This is an optimization exercise on Yosys and OpenROAD, whose aim is a short achievable clock period and few clock cycles, not a production implementation.
RTL that was checked went through simulation tests only; none was proved equivalent to the original.
No activity file was given, so power comes from the tool's default toggle rates.

the baseline:
## hc11mon_dl
module hc11mon_dl #(
    parameter [15:0] MIN      = 16'h0400,
    parameter [15:0] MAX      = 16'h7DFF,
    parameter [15:0] LF_START = 16'h1000,
    parameter [15:0] LF_MAX   = 16'h7DC0
) (
    input  wire        clk,
    input  wire        rst,
    input  wire        cmd_valid,
    output wire        cmd_ready,
    input  wire [1:0]  cmd_op,
    input  wire [15:0] cmd_start,
    input  wire [15:0] cmd_end,
    input  wire        in_valid,
    output wire        in_ready,
    input  wire [7:0]  in_data,
    input  wire        in_eos,
    output wire        mem_req,
    output wire        mem_we,
    output wire [15:0] mem_addr,
    output wire [7:0]  mem_wdata,
    input  wire        mem_ack,
    input  wire [7:0]  mem_rdata,
    output reg         ev_valid,
    input  wire        ev_ready,
    output reg  [2:0]  ev_type,
    output reg  [15:0] ev_addr,
    output reg  [15:0] ev_data,
    output reg  [15:0] ev_line,
    output reg  [2:0]  ev_kind,
    output reg         ev_flag,
    output reg  [2:0]  ev_len,
    output reg  [47:0] ev_raw,
    output reg  [2:0]  ev_fam,
    output reg  [3:0]  ev_sfx,
    output reg  [2:0]  ev_opform
);
  ...
clock: 5.0 ns
lec_check: 0
abc_clock_period_in_ps: 2000
cap_margin: 20
core_margin: 2
core_utilization: 40
place_density: 0.6
setup_slack_margin: 2.8
slew_margin: 20
run.sh (not shown) runs the stock make flow with config.mk's settings and CLKGATE_MAP_FILE= SYNTH_SCRIPT=/design/flow/synth_recipe.tcl, a recipe that flattens the netlist after the stock synthesis.
The baseline ran to completion and came out clean on the timing, DRC and antenna checks.
## Diff of input files: the candidate against the baseline
- SETUP_SLACK_MARGIN removed (was 2.8)
- ABC_CLOCK_PERIOD_IN_PS removed (was 2000)
Notes after the runs:
Switching portion of total power ended up 1.2 points lower on the candidate than on the baseline. The lower clock-buffer cell count came out of the candidate. The higher fraction of met1 tracks used by global routing of the candidate and the baseline is in the baseline. The multi-input logic portion of the cell area on the baseline is in line with that on the candidate. Diff the baseline -> the candidate: global-route usage moved down, via count lost about 12%, worst path required time down 0.11 ns, combinational power share fell by 3.4 points. The faster design of the two is the baseline; the candidate tops out lower.
No functional check of the RTL was part of any run of this note.

== lane 1 ==
Another version of the RTL of hc11mon_dl (not shown whole).
Size in the first run: about 2,300 cells after synthesis, ~660 flip-flops, roughly 0.030 mm² of cells after synthesis.
clock: 5.0 ns
lec_check: 0
abc_clock_period_in_ps: 1500
cap_margin: 20
core_margin: 2
core_utilization: 40
place_density: 0.6
setup_slack_margin: 3.2
slew_margin: 20
Testbench counts of lane 1, summed over its fixed seeds: cycles 43,679.
Setup changes, lane 1 to lane 2
# lane 1
export LEC_CHECK = 0
export ABC_CLOCK_PERIOD_IN_PS = 1500
export CAP_MARGIN = 20
export CORE_MARGIN = 2
export CORE_UTILIZATION = 40
export PLACE_DENSITY = 0.6
export SETUP_SLACK_MARGIN = 3.2
export SLEW_MARGIN = 20
create_clock -name core_clock -period 5.0 [get_ports {clk}]
# lane 2
export LEC_CHECK = 0
export ABC_CLOCK_PERIOD_IN_PS = 2000
export CAP_MARGIN = 20
export CORE_MARGIN = 2
export CORE_UTILIZATION = 40
export PLACE_DENSITY = 0.6
export SETUP_SLACK_MARGIN = 2.8
export SLEW_MARGIN = 20
create_clock -name core_clock -period 5.0 [get_ports {clk}]
Results
Compared to lane 1, the routing of lane 2 uses less wire.
In lane 2, the non-clock buffer count came out 24% below the value in lane 1.
From lane 1 to lane 2, initial cell density of the core did not move at all.
Diff lane 1 -> lane 2: area of the core region was more or less identical; register fraction of the total cell area +3.9 points.
The top routing layer in use comes out met5 in one run and met4 in the other, namely in lane 1 and lane 2 respectively.

Another version of the RTL of hc11mon_dl (not shown whole).
Size in the first run: roughly 2300 cells after synthesis, ~30000 um^2 of cells after synthesis.
make LEC_CHECK=0 ABC_CLOCK_PERIOD_IN_PS=1000 CAP_MARGIN=20 CORE_MARGIN=2 CORE_UTILIZATION=50 PLACE_DENSITY=0.65 SETUP_SLACK_MARGIN=3.0 SLEW_MARGIN=20 TNS_END_PERCENT=100 finish   # period 5.0 ns
Then changed:
--- a/flow/config.mk
+++ b/flow/config.mk
@@ -8 +8 @@
-export ABC_CLOCK_PERIOD_IN_PS = 1000
+export ABC_CLOCK_PERIOD_IN_PS = 1500
@@ -11,3 +11,3 @@
-export CORE_UTILIZATION = 50
-export PLACE_DENSITY = 0.65
-export SETUP_SLACK_MARGIN = 3.0
+export CORE_UTILIZATION = 40
+export PLACE_DENSITY = 0.6
+export SETUP_SLACK_MARGIN = 3.2
@@ -15 +14,0 @@
-export TNS_END_PERCENT = 100
- global-route usage falls by 3.6 points
- synthesized cell count is unchanged
- maximum frequency falls by about 2.3%
- wire length rises by 8.6%
- total power rises by 3.4%
- synthesized area stays the same
- sequential cell count stays the same
- clock-buffer cell count falls by 12
Function was not checked in any run of this note: the RTL went through the layout flow alone.

hc11mon_dl, a different RTL version from the one above (not shown whole).
For scale: about 660 flip-flops, about 200 I/O pins, roughly 31,000 sq um of cells after synthesis.
## hc11mon_dl
module hc11mon_dl #(
    parameter [15:0] MIN      = 16'h0400,
    parameter [15:0] MAX      = 16'h7DFF,
    parameter [15:0] LF_START = 16'h1000,
    parameter [15:0] LF_MAX   = 16'h7DC0
) (
    input  wire        clk,
    input  wire        rst,
    input  wire        cmd_valid,
    output wire        cmd_ready,
    input  wire [1:0]  cmd_op,
    input  wire [15:0] cmd_start,
    input  wire [15:0] cmd_end,
    input  wire        in_valid,
    output wire        in_ready,
    input  wire [7:0]  in_data,
    input  wire        in_eos,
    output wire        mem_req,
    output wire        mem_we,
    output wire [15:0] mem_addr,
    output wire [7:0]  mem_wdata,
    input  wire        mem_ack,
    input  wire [7:0]  mem_rdata,
    output reg         ev_valid,
    input  wire        ev_ready,
    output reg  [2:0]  ev_type,
    output reg  [15:0] ev_addr,
    output reg  [15:0] ev_data,
    output reg  [15:0] ev_line,
    output reg  [2:0]  ev_kind,
    output reg         ev_flag,
    output reg  [2:0]  ev_len,
    output reg  [47:0] ev_raw,
    output reg  [2:0]  ev_fam,
    output reg  [3:0]  ev_sfx,
    output reg  [2:0]  ev_opform
);
    localparam OP_DECODE = 2'd0, OP_DISASM = 2'd1, OP_LOAD = 2'd2;
    localparam EV_ORG = 3'd1, EV_INSTR = 3'd2, EV_END = 3'd3, EV_PROGRESS = 3'd4,
               EV_SUMMARY = 3'd5, EV_REPORT = 3'd6;
    localparam ERR_BOUNDS = 3'd2, ERR_FORMAT = 3'd3, ERR_CHECKSUM = 3'd4,
               ERR_STREAMEND = 3'd5, ERR_RANGE = 3'd6;
    localparam T_IDLE = 3'd0, T_DCHK = 3'd1, T_DIS = 3'd2, T_DEND = 3'd3,
               T_FIN = 3'd4, T_LOAD = 3'd5;
    localparam L_WIN = 2'd0, L_C1 = 2'd1, L_C2 = 2'd2, L_STOP = 2'd3;
    localparam SFX_NONE = 4'd0, SFX_X = 4'd12, SFX_Y = 4'd13;
    localparam OF_NONE = 3'd0, OF_IMM8 = 3'd1, OF_IMM16 = 3'd2, OF_DIR = 3'd3,
               OF_IDX_X = 3'd4, OF_IDX_Y = 3'd5, OF_EXT = 3'd6;
  ...
clock: 5.0 ns
lec_check: 0
abc_clock_period_in_ps: 1000
cap_margin: 20
core_margin: 2
core_utilization: 50
place_density: 0.65
setup_slack_margin: 3.4
slew_margin: 20
tns_end_percent: 100
The baseline passed the timing, DRC and antenna checks.
Testbench counts at the start, summed over its fixed seeds: cycles 43,523.
Next try:
Settings changed: SETUP_SLACK_MARGIN 3.4 to 3.0.
Result:
- flip-flop and latch count stays the same
- non-clock buffer count drops by 171
- clock power drops by about 1%
- critical path depth drops by 2
- sequential share of layout area climbs by 3.3 points
- power drops by 2.4%
- wire length drops by about 12%
- clock skew drops by 0.0033 ns
- first-iteration DRC count drops by 26%
- die area is unchanged
- synthesized cell count is unchanged

Setup of red:
Another version of the RTL of hc11mon_dl (not shown whole).
Size in the first run: about 640 flip-flops, ~200 I/O pins.
clock: 5.0 ns
lec_check: 0
abc_clock_period_in_ps: 1000
cap_margin: 20
core_margin: 2
core_utilization: 60
place_density: 0.72
setup_slack_margin: 2.7
slew_margin: 20
tns_end_percent: 100
Testbench counts of red, summed over its fixed seeds: cycles 43,523.
For blue, these inputs were changed with respect to red:
# red
export LEC_CHECK = 0
export ABC_CLOCK_PERIOD_IN_PS = 1000
export CAP_MARGIN = 20
export CORE_MARGIN = 2
export CORE_UTILIZATION = 60
export PLACE_DENSITY = 0.72
export SETUP_SLACK_MARGIN = 2.7
export SLEW_MARGIN = 20
export TNS_END_PERCENT = 100
create_clock -name core_clock -period 5.0 [get_ports {clk}]
# blue
export LEC_CHECK = 0
export ABC_CLOCK_PERIOD_IN_PS = 1000
export CAP_MARGIN = 20
export CORE_MARGIN = 2
export CORE_UTILIZATION = 50
export PLACE_DENSITY = 0.65
export SETUP_SLACK_MARGIN = 3.0
export SLEW_MARGIN = 20
export TNS_END_PERCENT = 100
create_clock -name core_clock -period 5.0 [get_ports {clk}]
==> results.txt <==
- Cmp blue and red / sequential share of layout area / lower: blue
- blue — detailed-routed wire length on met2 18% higher, red as reference
- Compare blue and red | post-route worst setup slack higher: blue
- From red to blue the numbers moved as follows: first-pass GRT wire length +about 12%; final standard cell count with taps included and fillers excluded higher; worst max-slew margin expressed relative to the limit saw a decrease.

[what the ideal ports hide]
The flow's constraints put no driver on any port. The routed layouts listed below were extracted and timed again, unchanged, in two steps.
Step 1 (the two cells are an assumption about what drives the block):
set clk [get_ports {clk}]
set_driving_cell -lib_cell sky130_fd_sc_hd__clkbuf_16 $clk
set_driving_cell -lib_cell sky130_fd_sc_hd__buf_2 [delete_from_list [all_inputs] $clk]
Step 2, shift: input delay + t, output delay - t, t = (earliest + latest rising clock arrival at the registers) / 2. This alone moves slack from input paths to output paths.
Three values: no drivers, after step 1, after step 2; two values: the first two.
run | shift t [ns] | setup slack, ns | hold slack, ns | worst setup path after step 2 | clock arrival spread, ns
the baseline | 0.677 | 1.732 / 1.754 / 1.077 | 0.417 / 0.417 / 0.417 | input to register | 0.038 / 0.038
the candidate | 0.663 | 1.016 / 1.054 / 0.392 | 0.419 / 0.419 / 0.419 | input to register | 0.026 / 0.027
lane 1 | 0.693 | 1.973 / 1.986 / 1.294 | 0.414 / 0.414 / 0.414 | input to register | 0.037 / 0.037
lane 2 | 0.691 | 1.912 / 1.912 / 1.290 | 0.418 / 0.418 / 0.418 | input to register | 0.030 / 0.031
the first run of note 3 | 0.672 | 2.159 / 2.159 / 1.621 | 0.418 / 0.418 / 0.418 | input to register | 0.040 / 0.039
the second run of note 3 | 0.677 | 2.092 / 2.092 / 1.635 | 0.418 / 0.418 / 0.418 | input to register | 0.035 / 0.034
the first run of note 4 | 0.681 | 2.534 / 2.534 / 1.953 | 0.421 / 0.421 / 0.421 | input to register | 0.024 / 0.024
the second run of note 4 | 0.669 | 2.573 / 2.573 / 2.034 | 0.417 / 0.417 / 0.417 | input to register | 0.021 / 0.021
red | 0.669 | 2.398 / 2.404 / 1.735 | 0.417 / 0.417 / 0.417 | input to register | 0.025 / 0.025
blue | 0.673 | 2.446 / 2.441 / 1.768 | 0.414 / 0.414 / 0.414 | input to register | 0.038 / 0.038
After both steps setup and hold are still met in every run listed. The setup slack of lane 1, which loses most, moves by +0.013 ns with the drivers and by -0.679 ns with both steps.
